Background: an optimization exercise with open tools, aiming at small area. Do not read the settings as production practice. RTL that was checked went through simulation tests only; none was proved equivalent to the original. The flow treats the clock pin as an ideal source, which a real chip does not have. Power figures rest on the tool's default switching activity, not on a simulated workload.

Design drive_state_fsm, start of the top module:
module drive_state_fsm #(
    parameter [31:0] EXCL_CLS   = 32'h0000_0064, EXCL_INST   = 32'h0000_0001, EXCL_ATTR   = 32'h0000_2000,
    parameter [31:0] CW_CLS     = 32'h0000_0064, CW_INST     = 32'h0000_0001, CW_ATTR     = 32'h0000_6040,
    parameter [31:0] SW_CLS     = 32'h0000_0064, SW_INST     = 32'h0000_0001, SW_ATTR     = 32'h0000_6041,
    parameter [31:0] OPMODE_CLS = 32'h0000_0064, OPMODE_INST = 32'h0000_0001, OPMODE_ATTR = 32'h0000_6060,
    parameter [31:0] JOG_CLS    = 32'h0000_0065, JOG_INST    = 32'h0000_0002, JOG_ATTR    = 32'h0000_2101,
    parameter [31:0] JOGVEL_CLS = 32'h0000_0065, JOGVEL_INST = 32'h0000_0002, JOGVEL_ATTR = 32'h0000_60FF,
    parameter [31:0] POLL_TICKS        = 32'd100,    
    parameter [31:0] RETRY_DELAY_TICKS = 32'd500
) (
    input  wire        clk,
    input  wire        rst,             
    input  wire        tick,
    input  wire        cmd_valid,
    input  wire [63:0] cmd_word,
    output wire        cmd_ready,
    output reg         done,
    output wire [3:0]  res_code,
    output reg  [3:0]  res_op,
    output reg  [7:0]  res_detail,
    output reg  [15:0] res_sw,
    output reg         res_sw_valid,
    output reg  [2:0]  phase,
    output wire        busy,
    output reg  [15:0] last_sw,
    output reg         last_sw_valid,
    output wire        alarm_stop_fail,
    output reg         req_valid,
    output reg         req_write,       
    output reg  [31:0] req_cls,
    output reg  [31:0] req_inst,
    output reg  [31:0] req_attr,
    output reg  [2:0]  req_len,         
    output reg  [31:0] req_data,        
    input  wire        rsp_valid,
    input  wire        rsp_ok,
    input  wire [1:0]  rsp_len,         
    input  wire [15:0] rsp_data         
);
clock: 10.0 ns
lec_check: 0
cap_margin: 20
core_margin: 2
core_utilization: 40
place_density: 0.6
slew_margin: 20
buffer_ports_args: -buffer_cell sky130_fd_sc_hd__buf_1
cts_args: -sink_clustering_enable -repair_clock_nets -dont_use_dummy_load -buf_list sky130_fd_sc_hd__clkbuf_8
skip_repair_tie_fanout: 1
standard.sh (not shown) runs the stock make flow with config.mk's settings and CLKGATE_MAP_FILE= SYNTH_SCRIPT=/design/flow/synth_recipe.tcl, a recipe that flattens the netlist after the stock synthesis.
==> flow/flow/run.sh <==
#!/bin/bash
# Own layout flow: the standard flow (standard.sh, unchanged synthesis),
# with the port buffers made from the smallest buffer cell and a leaner clock tree.
set -euo pipefail
cat >> config.mk <<'EOC'
export BUFFER_PORTS_ARGS = -buffer_cell sky130_fd_sc_hd__buf_1
export CTS_ARGS = -sink_clustering_enable -repair_clock_nets -dont_use_dummy_load -buf_list sky130_fd_sc_hd__clkbuf_8
export SKIP_REPAIR_TIE_FANOUT = 1
EOC
bash standard.sh > standard.log 2>&1
Next try:
--- a/flow/flow/run.sh
+++ b/flow/flow/run.sh
@@ -7,3 +7,2 @@
 export CTS_ARGS = -sink_clustering_enable -repair_clock_nets -dont_use_dummy_load -buf_list sky130_fd_sc_hd__clkbuf_8
-export SKIP_REPAIR_TIE_FANOUT = 1
 EOC
- SKIP_REPAIR_TIE_FANOUT: 1 -> unset
The changed run passed the timing, design-rule and antenna checks.
Via count rises by 1.6%.
First-iteration DRC count stays the same.
Non-clock buffer count rises by 1.
No run of this note included a check of the RTL's function; only the layout flow was run.

---

Another version of the RTL of drive_state_fsm (not shown whole).
Size in the first run: ~980 cells after synthesis, roughly 150 flip-flops, about 0.0085 mm² of cells after synthesis.
Design drive_state_fsm, start of the top module:
module drive_state_fsm #(
    parameter [31:0] EXCL_CLS   = 32'h0000_0064, EXCL_INST   = 32'h0000_0001, EXCL_ATTR   = 32'h0000_2000,
    parameter [31:0] CW_CLS     = 32'h0000_0064, CW_INST     = 32'h0000_0001, CW_ATTR     = 32'h0000_6040,
    parameter [31:0] SW_CLS     = 32'h0000_0064, SW_INST     = 32'h0000_0001, SW_ATTR     = 32'h0000_6041,
    parameter [31:0] OPMODE_CLS = 32'h0000_0064, OPMODE_INST = 32'h0000_0001, OPMODE_ATTR = 32'h0000_6060,
    parameter [31:0] JOG_CLS    = 32'h0000_0065, JOG_INST    = 32'h0000_0002, JOG_ATTR    = 32'h0000_2101,
    parameter [31:0] JOGVEL_CLS = 32'h0000_0065, JOGVEL_INST = 32'h0000_0002, JOGVEL_ATTR = 32'h0000_60FF,
    parameter [31:0] POLL_TICKS        = 32'd100,    
    parameter [31:0] RETRY_DELAY_TICKS = 32'd500
) (
    input  wire        clk,
    input  wire        rst,             
    input  wire        tick,
    input  wire        cmd_valid,
    input  wire [63:0] cmd_word,
    output wire        cmd_ready,
    output reg         done,
    output wire [3:0]  res_code,
    output reg  [3:0]  res_op,
    output reg  [7:0]  res_detail,
    output reg  [15:0] res_sw,
    output reg         res_sw_valid,
    output reg  [2:0]  phase,
    output wire        busy,
    output reg  [15:0] last_sw,
    output reg         last_sw_valid,
    output wire        alarm_stop_fail,
    output reg         req_valid,
    output reg         req_write,       
    output reg  [31:0] req_cls,
    output reg  [31:0] req_inst,
    output reg  [31:0] req_attr,
    output reg  [2:0]  req_len,         
    output reg  [31:0] req_data,        
    input  wire        rsp_valid,
    input  wire        rsp_ok,
    input  wire [1:0]  rsp_len,         
    input  wire [15:0] rsp_data         
);
Settings: LEC_CHECK=0, CAP_MARGIN=20, CORE_MARGIN=2, CORE_UTILIZATION=40, PLACE_DENSITY=0.6, SLEW_MARGIN=20, BUFFER_PORTS_ARGS=-buffer_cell sky130_fd_sc_hd__buf_1, CTS_ARGS=-sink_clustering_enable -repair_clock_nets -dont_use_dummy_load -buf_list sky130_fd_sc_hd__clkbuf_8, SKIP_REPAIR_TIE_FANOUT=1; clock period 10.0 ns.
==> flow/flow/run.sh <==
#!/bin/bash
# Own layout flow: the standard flow (standard.sh, unchanged synthesis),
# with the port buffers made from the smallest buffer cell and a leaner clock tree.
set -euo pipefail
cat >> config.mk <<'EOC'
export BUFFER_PORTS_ARGS = -buffer_cell sky130_fd_sc_hd__buf_1
export CTS_ARGS = -sink_clustering_enable -repair_clock_nets -dont_use_dummy_load -buf_list sky130_fd_sc_hd__clkbuf_8
export SKIP_REPAIR_TIE_FANOUT = 1
EOC
bash standard.sh > standard.log 2>&1
The baseline produced a clean layout.
Edit:
==> flow/flow/run.sh (replaced) <==
#!/bin/bash
# Own layout flow: the standard flow (standard.sh, unchanged synthesis),
# with the port buffers made from the smallest buffer cell, one tie cell per
# constant value and a leaner clock tree.
set -euo pipefail
cat >> config.mk <<'EOC'
export BUFFER_PORTS_ARGS = -buffer_cell sky130_fd_sc_hd__buf_1
export SKIP_REPAIR_TIE_FANOUT = 1
export CTS_ARGS = -sink_clustering_enable -repair_clock_nets -dont_use_dummy_load -buf_list sky130_fd_sc_hd__clkbuf_16 -sink_clustering_size 40 -sink_clustering_max_diameter 150
EOC
bash standard.sh > standard.log 2>&1
Settings changed: CTS_ARGS -sink_clustering_enable -repair_clock_nets -dont_use_dummy_load -buf_list sky130_fd_sc_hd__clkbuf_8 to -sink_clustering_enable -repair_clock_nets -dont_use_dummy_load -buf_list sky130_fd_sc_hd__clkbuf_16 -sink_clustering_size 40 -sink_clustering_max_diameter 150.
The changed run completed with no timing, DRC or antenna violations.
Worst setup slack got worse by 50 ps.
Register-to-register slack barely changes.
Combinational power barely changes.
Clock-buffer cell count stays the same.
Area after synthesis stays the same.
Final area grows by 2.1%.
Flip-flop and latch count stays the same.
Clock power goes up by about 50%.
Edit:
==> flow/flow/run.sh (replaced) <==
#!/bin/bash
# Own layout flow: the standard flow (standard.sh, unchanged synthesis),
# with the port buffers made from the smallest buffer cell and a leaner clock tree.
set -euo pipefail
cat >> config.mk <<'EOC'
export BUFFER_PORTS_ARGS = -buffer_cell sky130_fd_sc_hd__buf_1
export CTS_ARGS = -sink_clustering_enable -repair_clock_nets -dont_use_dummy_load -buf_list sky130_fd_sc_hd__clkbuf_8
export SKIP_REPAIR_TIE_FANOUT = 1
export GPL_TIMING_DRIVEN = 0
EOC
bash standard.sh > standard.log 2>&1
Settings changed: CTS_ARGS -sink_clustering_enable -repair_clock_nets -dont_use_dummy_load -buf_list sky130_fd_sc_hd__clkbuf_16 -sink_clustering_size 40 -sink_clustering_max_diameter 150 to -sink_clustering_enable -repair_clock_nets -dont_use_dummy_load -buf_list sky130_fd_sc_hd__clkbuf_8, GPL_TIMING_DRIVEN from default to 0.
After rerunning: The changed run completed with no timing, DRC or antenna violations; global-route usage came out higher by 1.9 points; routed wire length came out higher by roughly a tenth; area after synthesis is unchanged; cell area came out higher by a few percent; hold slack is worse by 18 ps; power came out lower by roughly a tenth; critical path depth came out higher by 1; final cell count came out higher by roughly a tenth; setup slack is worse by 610 ps; clock skew came out higher by 21 ps.
Edit:
--- a/flow/flow/run.sh
+++ b/flow/flow/run.sh
@@ -7,5 +7,5 @@
 export CTS_ARGS = -sink_clustering_enable -repair_clock_nets -dont_use_dummy_load -buf_list sky130_fd_sc_hd__clkbuf_8
 export SKIP_REPAIR_TIE_FANOUT = 1
-export GPL_TIMING_DRIVEN = 0
+
 EOC
 bash standard.sh > standard.log 2>&1
Settings changed: CORE_UTILIZATION 40 to 60, GPL_TIMING_DRIVEN 0 to default, PLACE_DENSITY 0.6 to 0.75.
The new run went through all stages and came out clean. Synthesized cell count stays the same. Wire length shrinks by 16%. Power shrinks by 4.2%. Sequential share of layout area grows by 3.7 points. Via count shrinks by 6.7%. Final area shrinks by 9.6%. Clock power shrinks by about 5%.

---

drive_state_fsm, a different RTL version from the one above (not shown whole).
Size: ~920 cells after synthesis, roughly 280 I/O pins.
Design drive_state_fsm, start of the top module:
module drive_state_fsm #(
    parameter [31:0] EXCL_CLS   = 32'h0000_0064, EXCL_INST   = 32'h0000_0001, EXCL_ATTR   = 32'h0000_2000,
    parameter [31:0] CW_CLS     = 32'h0000_0064, CW_INST     = 32'h0000_0001, CW_ATTR     = 32'h0000_6040,
    parameter [31:0] SW_CLS     = 32'h0000_0064, SW_INST     = 32'h0000_0001, SW_ATTR     = 32'h0000_6041,
    parameter [31:0] OPMODE_CLS = 32'h0000_0064, OPMODE_INST = 32'h0000_0001, OPMODE_ATTR = 32'h0000_6060,
    parameter [31:0] JOG_CLS    = 32'h0000_0065, JOG_INST    = 32'h0000_0002, JOG_ATTR    = 32'h0000_2101,
    parameter [31:0] JOGVEL_CLS = 32'h0000_0065, JOGVEL_INST = 32'h0000_0002, JOGVEL_ATTR = 32'h0000_60FF,
    parameter [31:0] POLL_TICKS        = 32'd100,    
    parameter [31:0] RETRY_DELAY_TICKS = 32'd500
) (
    input  wire        clk,
    input  wire        rst,             
    input  wire        tick,
    input  wire        cmd_valid,
    input  wire [63:0] cmd_word,
    output wire        cmd_ready,
    output reg         done,
    output wire [3:0]  res_code,
    output reg  [3:0]  res_op,
    output reg  [7:0]  res_detail,
    output reg  [15:0] res_sw,
    output reg         res_sw_valid,
    output reg  [2:0]  phase,
    output wire        busy,
    output reg  [15:0] last_sw,
    output reg         last_sw_valid,
    output wire        alarm_stop_fail,
    output reg         req_valid,
    output reg         req_write,       
    output reg  [31:0] req_cls,
    output reg  [31:0] req_inst,
    output reg  [31:0] req_attr,
    output reg  [2:0]  req_len,         
    output reg  [31:0] req_data,        
    input  wire        rsp_valid,
    input  wire        rsp_ok,
    input  wire [1:0]  rsp_len,         
    input  wire [15:0] rsp_data         
);
export LEC_CHECK = 0
export CAP_MARGIN = 20
export CORE_MARGIN = 2
export CORE_UTILIZATION = 55
export PLACE_DENSITY = 0.8
export SLEW_MARGIN = 20
export BUFFER_PORTS_ARGS = -buffer_cell sky130_fd_sc_hd__buf_1
export SKIP_REPAIR_TIE_FANOUT = 1
export PRE_GLOBAL_PLACE_TCL = /design/flow/flow/pre_gpl.tcl
export CTS_ARGS = -dont_use_dummy_load -buf_list sky130_fd_sc_hd__clkbuf_8
export PRE_CTS_TCL = /design/flow/flow/pre_cts.tcl
create_clock -name core_clock -period 10.0 [get_ports {clk}]
==> flow/flow/run.sh <==
#!/bin/bash
# Own layout flow: the standard flow (standard.sh, unchanged synthesis) with
#  - port buffers made from the smallest buffer cell,
#  - constant output ports tied in small groups along the die edge, one tie
#    cell per group (pre_gpl.tcl), instead of one tie cell per port,
#  - a hand-built two-level clock tree (pre_cts.tcl): clk -> one root buffer ->
#    leaf buffers, each driving one region's flip-flops; TritonCTS is told to
#    leave those nets alone.
# Each tool's full output stays in orfs/logs/ (ORFS's own logs); make's output
# goes to standard.log.
set -euo pipefail
cat >> config.mk <<EOC
export BUFFER_PORTS_ARGS = -buffer_cell sky130_fd_sc_hd__buf_1
export SKIP_REPAIR_TIE_FANOUT = 1
export PRE_GLOBAL_PLACE_TCL = $PWD/flow/pre_gpl.tcl
export CTS_ARGS = -dont_use_dummy_load -buf_list sky130_fd_sc_hd__clkbuf_8
export PRE_CTS_TCL = $PWD/flow/pre_cts.tcl
EOC
bash standard.sh > standard.log 2>&1
==> flow/flow/pre_gpl.tcl <==
# Constant outputs: synthesis leaves one tie cell per constant value. Give each
# run of up to $tie_group neighbouring output ports (in order around the die)
# its own tie cell, so no tie net spans the whole die. Sourced by ORFS's
# global_place.tcl after the ports are placed; the buffers synthesis put between
# the tie cells and the ports are removed first (as global_place.tcl does next).
set tie_group 6
remove_buffers
set block [ord::get_db_block]
set die [$block getDieArea]
set dw [$die dx]
set dh [$die dy]
proc perim_pos {bt dw dh} {
  set bb [$bt getBBox]
  set x [expr {([$bb xMin] + [$bb xMax]) / 2}]
  set y [expr {([$bb yMin] + [$bb yMax]) / 2}]
  set d [list $y [expr {$dw - $x}] [expr {$dh - $y}] $x]
  set m [lindex [lsort -integer $d] 0]
  if {$m == [lindex $d 0]} { return $x }
  if {$m == [lindex $d 1]} { return [expr {$dw + $y}] }
  if {$m == [lindex $d 2]} { return [expr {$dw + $dh + $dw - $x}] }
  return [expr {2 * $dw + $dh + $dh - $y}]
}
set k 0
foreach inst [$block getInsts] {
  set master [$inst getMaster]
  if {[$master getName] ne "sky130_fd_sc_hd__conb_1"} { continue }
  foreach pin {HI LO} {
    set it [$inst findITerm $pin]
    set net [$it getNet]
    if {$net eq "NULL"} { continue }
    set bts {}
    foreach bt [$net getBTerms] { lappend bts [list [perim_pos $bt $dw $dh] $bt] }
    if {[llength $bts] <= $tie_group} { continue }
    set bts [lsort -integer -index 0 $bts]
    set first 1
    for {set i 0} {$i < [llength $bts]} {incr i $tie_group} {
      set grp [lrange $bts $i [expr {$i + $tie_group - 1}]]
      if {$first} { set first 0; continue }
      set t [odb::dbInst_create $block $master "tie_split_$k"]
      set nn [odb::dbNet_create $block "tie_split_net_$k"]
      foreach p $grp {
        set bt [lindex $p 1]
        $bt disconnect
        $bt connect $nn
      }
      [$t findITerm $pin] connect $nn
      incr k
    }
  }
}
puts "pre_gpl.tcl: $k extra tie cells for constant output ports"
Other scripts of this flow, unchanged in this note and not shown: flow/flow/pre_cts.tcl
The baseline finished clean.
Rerun with:
--- a/flow/flow/run.sh
+++ b/flow/flow/run.sh
@@ -3,4 +3,2 @@
 #  - port buffers made from the smallest buffer cell,
-#  - constant output ports tied in small groups along the die edge, one tie
-#    cell per group (pre_gpl.tcl), instead of one tie cell per port,
 #  - a hand-built two-level clock tree (pre_cts.tcl): clk -> one root buffer ->
@@ -13,4 +11,2 @@
 export BUFFER_PORTS_ARGS = -buffer_cell sky130_fd_sc_hd__buf_1
-export SKIP_REPAIR_TIE_FANOUT = 1
-export PRE_GLOBAL_PLACE_TCL = $PWD/flow/pre_gpl.tcl
 export CTS_ARGS = -dont_use_dummy_load -buf_list sky130_fd_sc_hd__clkbuf_8
--- a/flow/config.mk
+++ b/flow/config.mk
@@ -9,8 +9,6 @@
 export CORE_MARGIN = 2
-export CORE_UTILIZATION = 55
-export PLACE_DENSITY = 0.8
+export CORE_UTILIZATION = 40
+export PLACE_DENSITY = 0.6
 export SLEW_MARGIN = 20
 export BUFFER_PORTS_ARGS = -buffer_cell sky130_fd_sc_hd__buf_1
-export SKIP_REPAIR_TIE_FANOUT = 1
-export PRE_GLOBAL_PLACE_TCL = /design/flow/flow/pre_gpl.tcl
 export CTS_ARGS = -dont_use_dummy_load -buf_list sky130_fd_sc_hd__clkbuf_8
removed: flow/flow/pre_gpl.tcl
After rerunning:
- total power rises slightly
- core utilization falls by 15 points
- sequential share of layout area falls by 1.6 points
- fmax barely changes
- area after synthesis is unchanged
- worst setup slack gets better by 21 ps
- sequential power barely changes
Rerun with:
--- a/flow/flow/run.sh
+++ b/flow/flow/run.sh
@@ -3,2 +3,4 @@
 #  - port buffers made from the smallest buffer cell,
+#  - constant output ports tied in small groups along the die edge, one tie
+#    cell per group (pre_gpl.tcl), instead of one tie cell per port,
 #  - a hand-built two-level clock tree (pre_cts.tcl): clk -> one root buffer ->
@@ -11,2 +13,4 @@
 export BUFFER_PORTS_ARGS = -buffer_cell sky130_fd_sc_hd__buf_1
+export SKIP_REPAIR_TIE_FANOUT = 1
+export PRE_GLOBAL_PLACE_TCL = $PWD/flow/pre_gpl.tcl
 export CTS_ARGS = -dont_use_dummy_load -buf_list sky130_fd_sc_hd__clkbuf_8
==> flow/flow/pre_gpl.tcl (new file) <==
# Constant outputs: synthesis leaves one tie cell per constant value. Give each
# run of up to $tie_group neighbouring output ports (in order around the die)
# its own tie cell, so no tie net spans the whole die. Sourced by ORFS's
# global_place.tcl after the ports are placed; the buffers synthesis put between
# the tie cells and the ports are removed first (as global_place.tcl does next).
set tie_group 6
remove_buffers
set block [ord::get_db_block]
set die [$block getDieArea]
set dw [$die dx]
set dh [$die dy]
proc perim_pos {bt dw dh} {
  set bb [$bt getBBox]
  set x [expr {([$bb xMin] + [$bb xMax]) / 2}]
  set y [expr {([$bb yMin] + [$bb yMax]) / 2}]
  set d [list $y [expr {$dw - $x}] [expr {$dh - $y}] $x]
  set m [lindex [lsort -integer $d] 0]
  if {$m == [lindex $d 0]} { return $x }
  if {$m == [lindex $d 1]} { return [expr {$dw + $y}] }
  if {$m == [lindex $d 2]} { return [expr {$dw + $dh + $dw - $x}] }
  return [expr {2 * $dw + $dh + $dh - $y}]
}
set k 0
foreach inst [$block getInsts] {
  set master [$inst getMaster]
  if {[$master getName] ne "sky130_fd_sc_hd__conb_1"} { continue }
  foreach pin {HI LO} {
    set it [$inst findITerm $pin]
    set net [$it getNet]
    if {$net eq "NULL"} { continue }
    set bts {}
    foreach bt [$net getBTerms] { lappend bts [list [perim_pos $bt $dw $dh] $bt] }
    if {[llength $bts] <= $tie_group} { continue }
    set bts [lsort -integer -index 0 $bts]
    set first 1
    for {set i 0} {$i < [llength $bts]} {incr i $tie_group} {
      set grp [lrange $bts $i [expr {$i + $tie_group - 1}]]
      if {$first} { set first 0; continue }
      set t [odb::dbInst_create $block $master "tie_split_$k"]
      set nn [odb::dbNet_create $block "tie_split_net_$k"]
      foreach p $grp {
        set bt [lindex $p 1]
        $bt disconnect
        $bt connect $nn
      }
      [$t findITerm $pin] connect $nn
      incr k
    }
  }
}
puts "pre_gpl.tcl: $k extra tie cells for constant output ports"
--- a/flow/config.mk
+++ b/flow/config.mk
@@ -9,6 +9,8 @@
 export CORE_MARGIN = 2
-export CORE_UTILIZATION = 40
-export PLACE_DENSITY = 0.6
+export CORE_UTILIZATION = 70
+export PLACE_DENSITY = 0.9
 export SLEW_MARGIN = 20
 export BUFFER_PORTS_ARGS = -buffer_cell sky130_fd_sc_hd__buf_1
+export SKIP_REPAIR_TIE_FANOUT = 1
+export PRE_GLOBAL_PLACE_TCL = /design/flow/flow/pre_gpl.tcl
 export CTS_ARGS = -dont_use_dummy_load -buf_list sky130_fd_sc_hd__clkbuf_8
The changed run ran to the end with no violations.
Via count climbs slightly.
Design area drops by a few percent.
Core utilization climbs by 30 points.
Maximum frequency drops by a few percent.
Area after synthesis does not change.
Sequential power barely changes.
Power drops slightly.
Final cell count drops by about a fifth.

## re-timing with driven ports
The results above use ideal ports. As a check the final layouts listed here were re-extracted and re-timed, cells and wires unchanged. Step 1 sets driving cells, clkbuf_16 on the clock port and buf_2 on the other inputs (assumed; they add their load-dependent delay and slew). Step 2 times the ports against the registers' clock, not the clock port: input delays grow and output delays shrink by t, the midpoint of the rising clock arrivals with the driver on. Slacks: no drivers / after step 1 / after step 2; pairs: no drivers / after step 1.
run	shift t [ns]	setup WS [ns]	worst hold slack (ns)	slew at the worst register clock pin (ns)	pins driven straight from the clock port
the first run of note 1	0.486	2.033 / 2.056 / 1.570	0.449 / 0.449 / 0.449	0.09 / 0.09	1
the second run of note 1	0.479	1.975 / 1.987 / 1.508	0.449 / 0.449 / 0.449	0.09 / 0.09	1
the first run of note 2	0.477	1.041 / 1.033 / 0.556	0.448 / 0.448 / 0.448	0.09 / 0.09	1
the second run of note 2	0.459	0.991 / 0.984 / 0.525	0.437 / 0.437 / 0.437	0.06 / 0.06	1
the third run of note 2	0.496	0.382 / 0.372 / -0.124	0.419 / 0.419 / 0.419	0.10 / 0.10	1
the fourth run of note 2	0.476	1.018 / 1.013 / 0.537	0.447 / 0.447 / 0.447	0.08 / 0.08	1
the first run of note 3	0.470	1.307 / 1.295 / 0.825	0.482 / 0.482 / 0.482	0.10 / 0.10	1
the second run of note 3	0.468	1.328 / 1.320 / 0.852	0.464 / 0.464 / 0.464	0.10 / 0.10	1
the third run of note 3	0.465	0.928 / 0.916 / 0.452	0.481 / 0.481 / 0.481	0.12 / 0.12	1
With both steps, setup timing fails in the third run of note 2, where it was met with ideal ports. For the third run of note 2, which loses most, drivers alone change the setup slack by -0.010 ns; drivers and shift together by -0.506 ns.
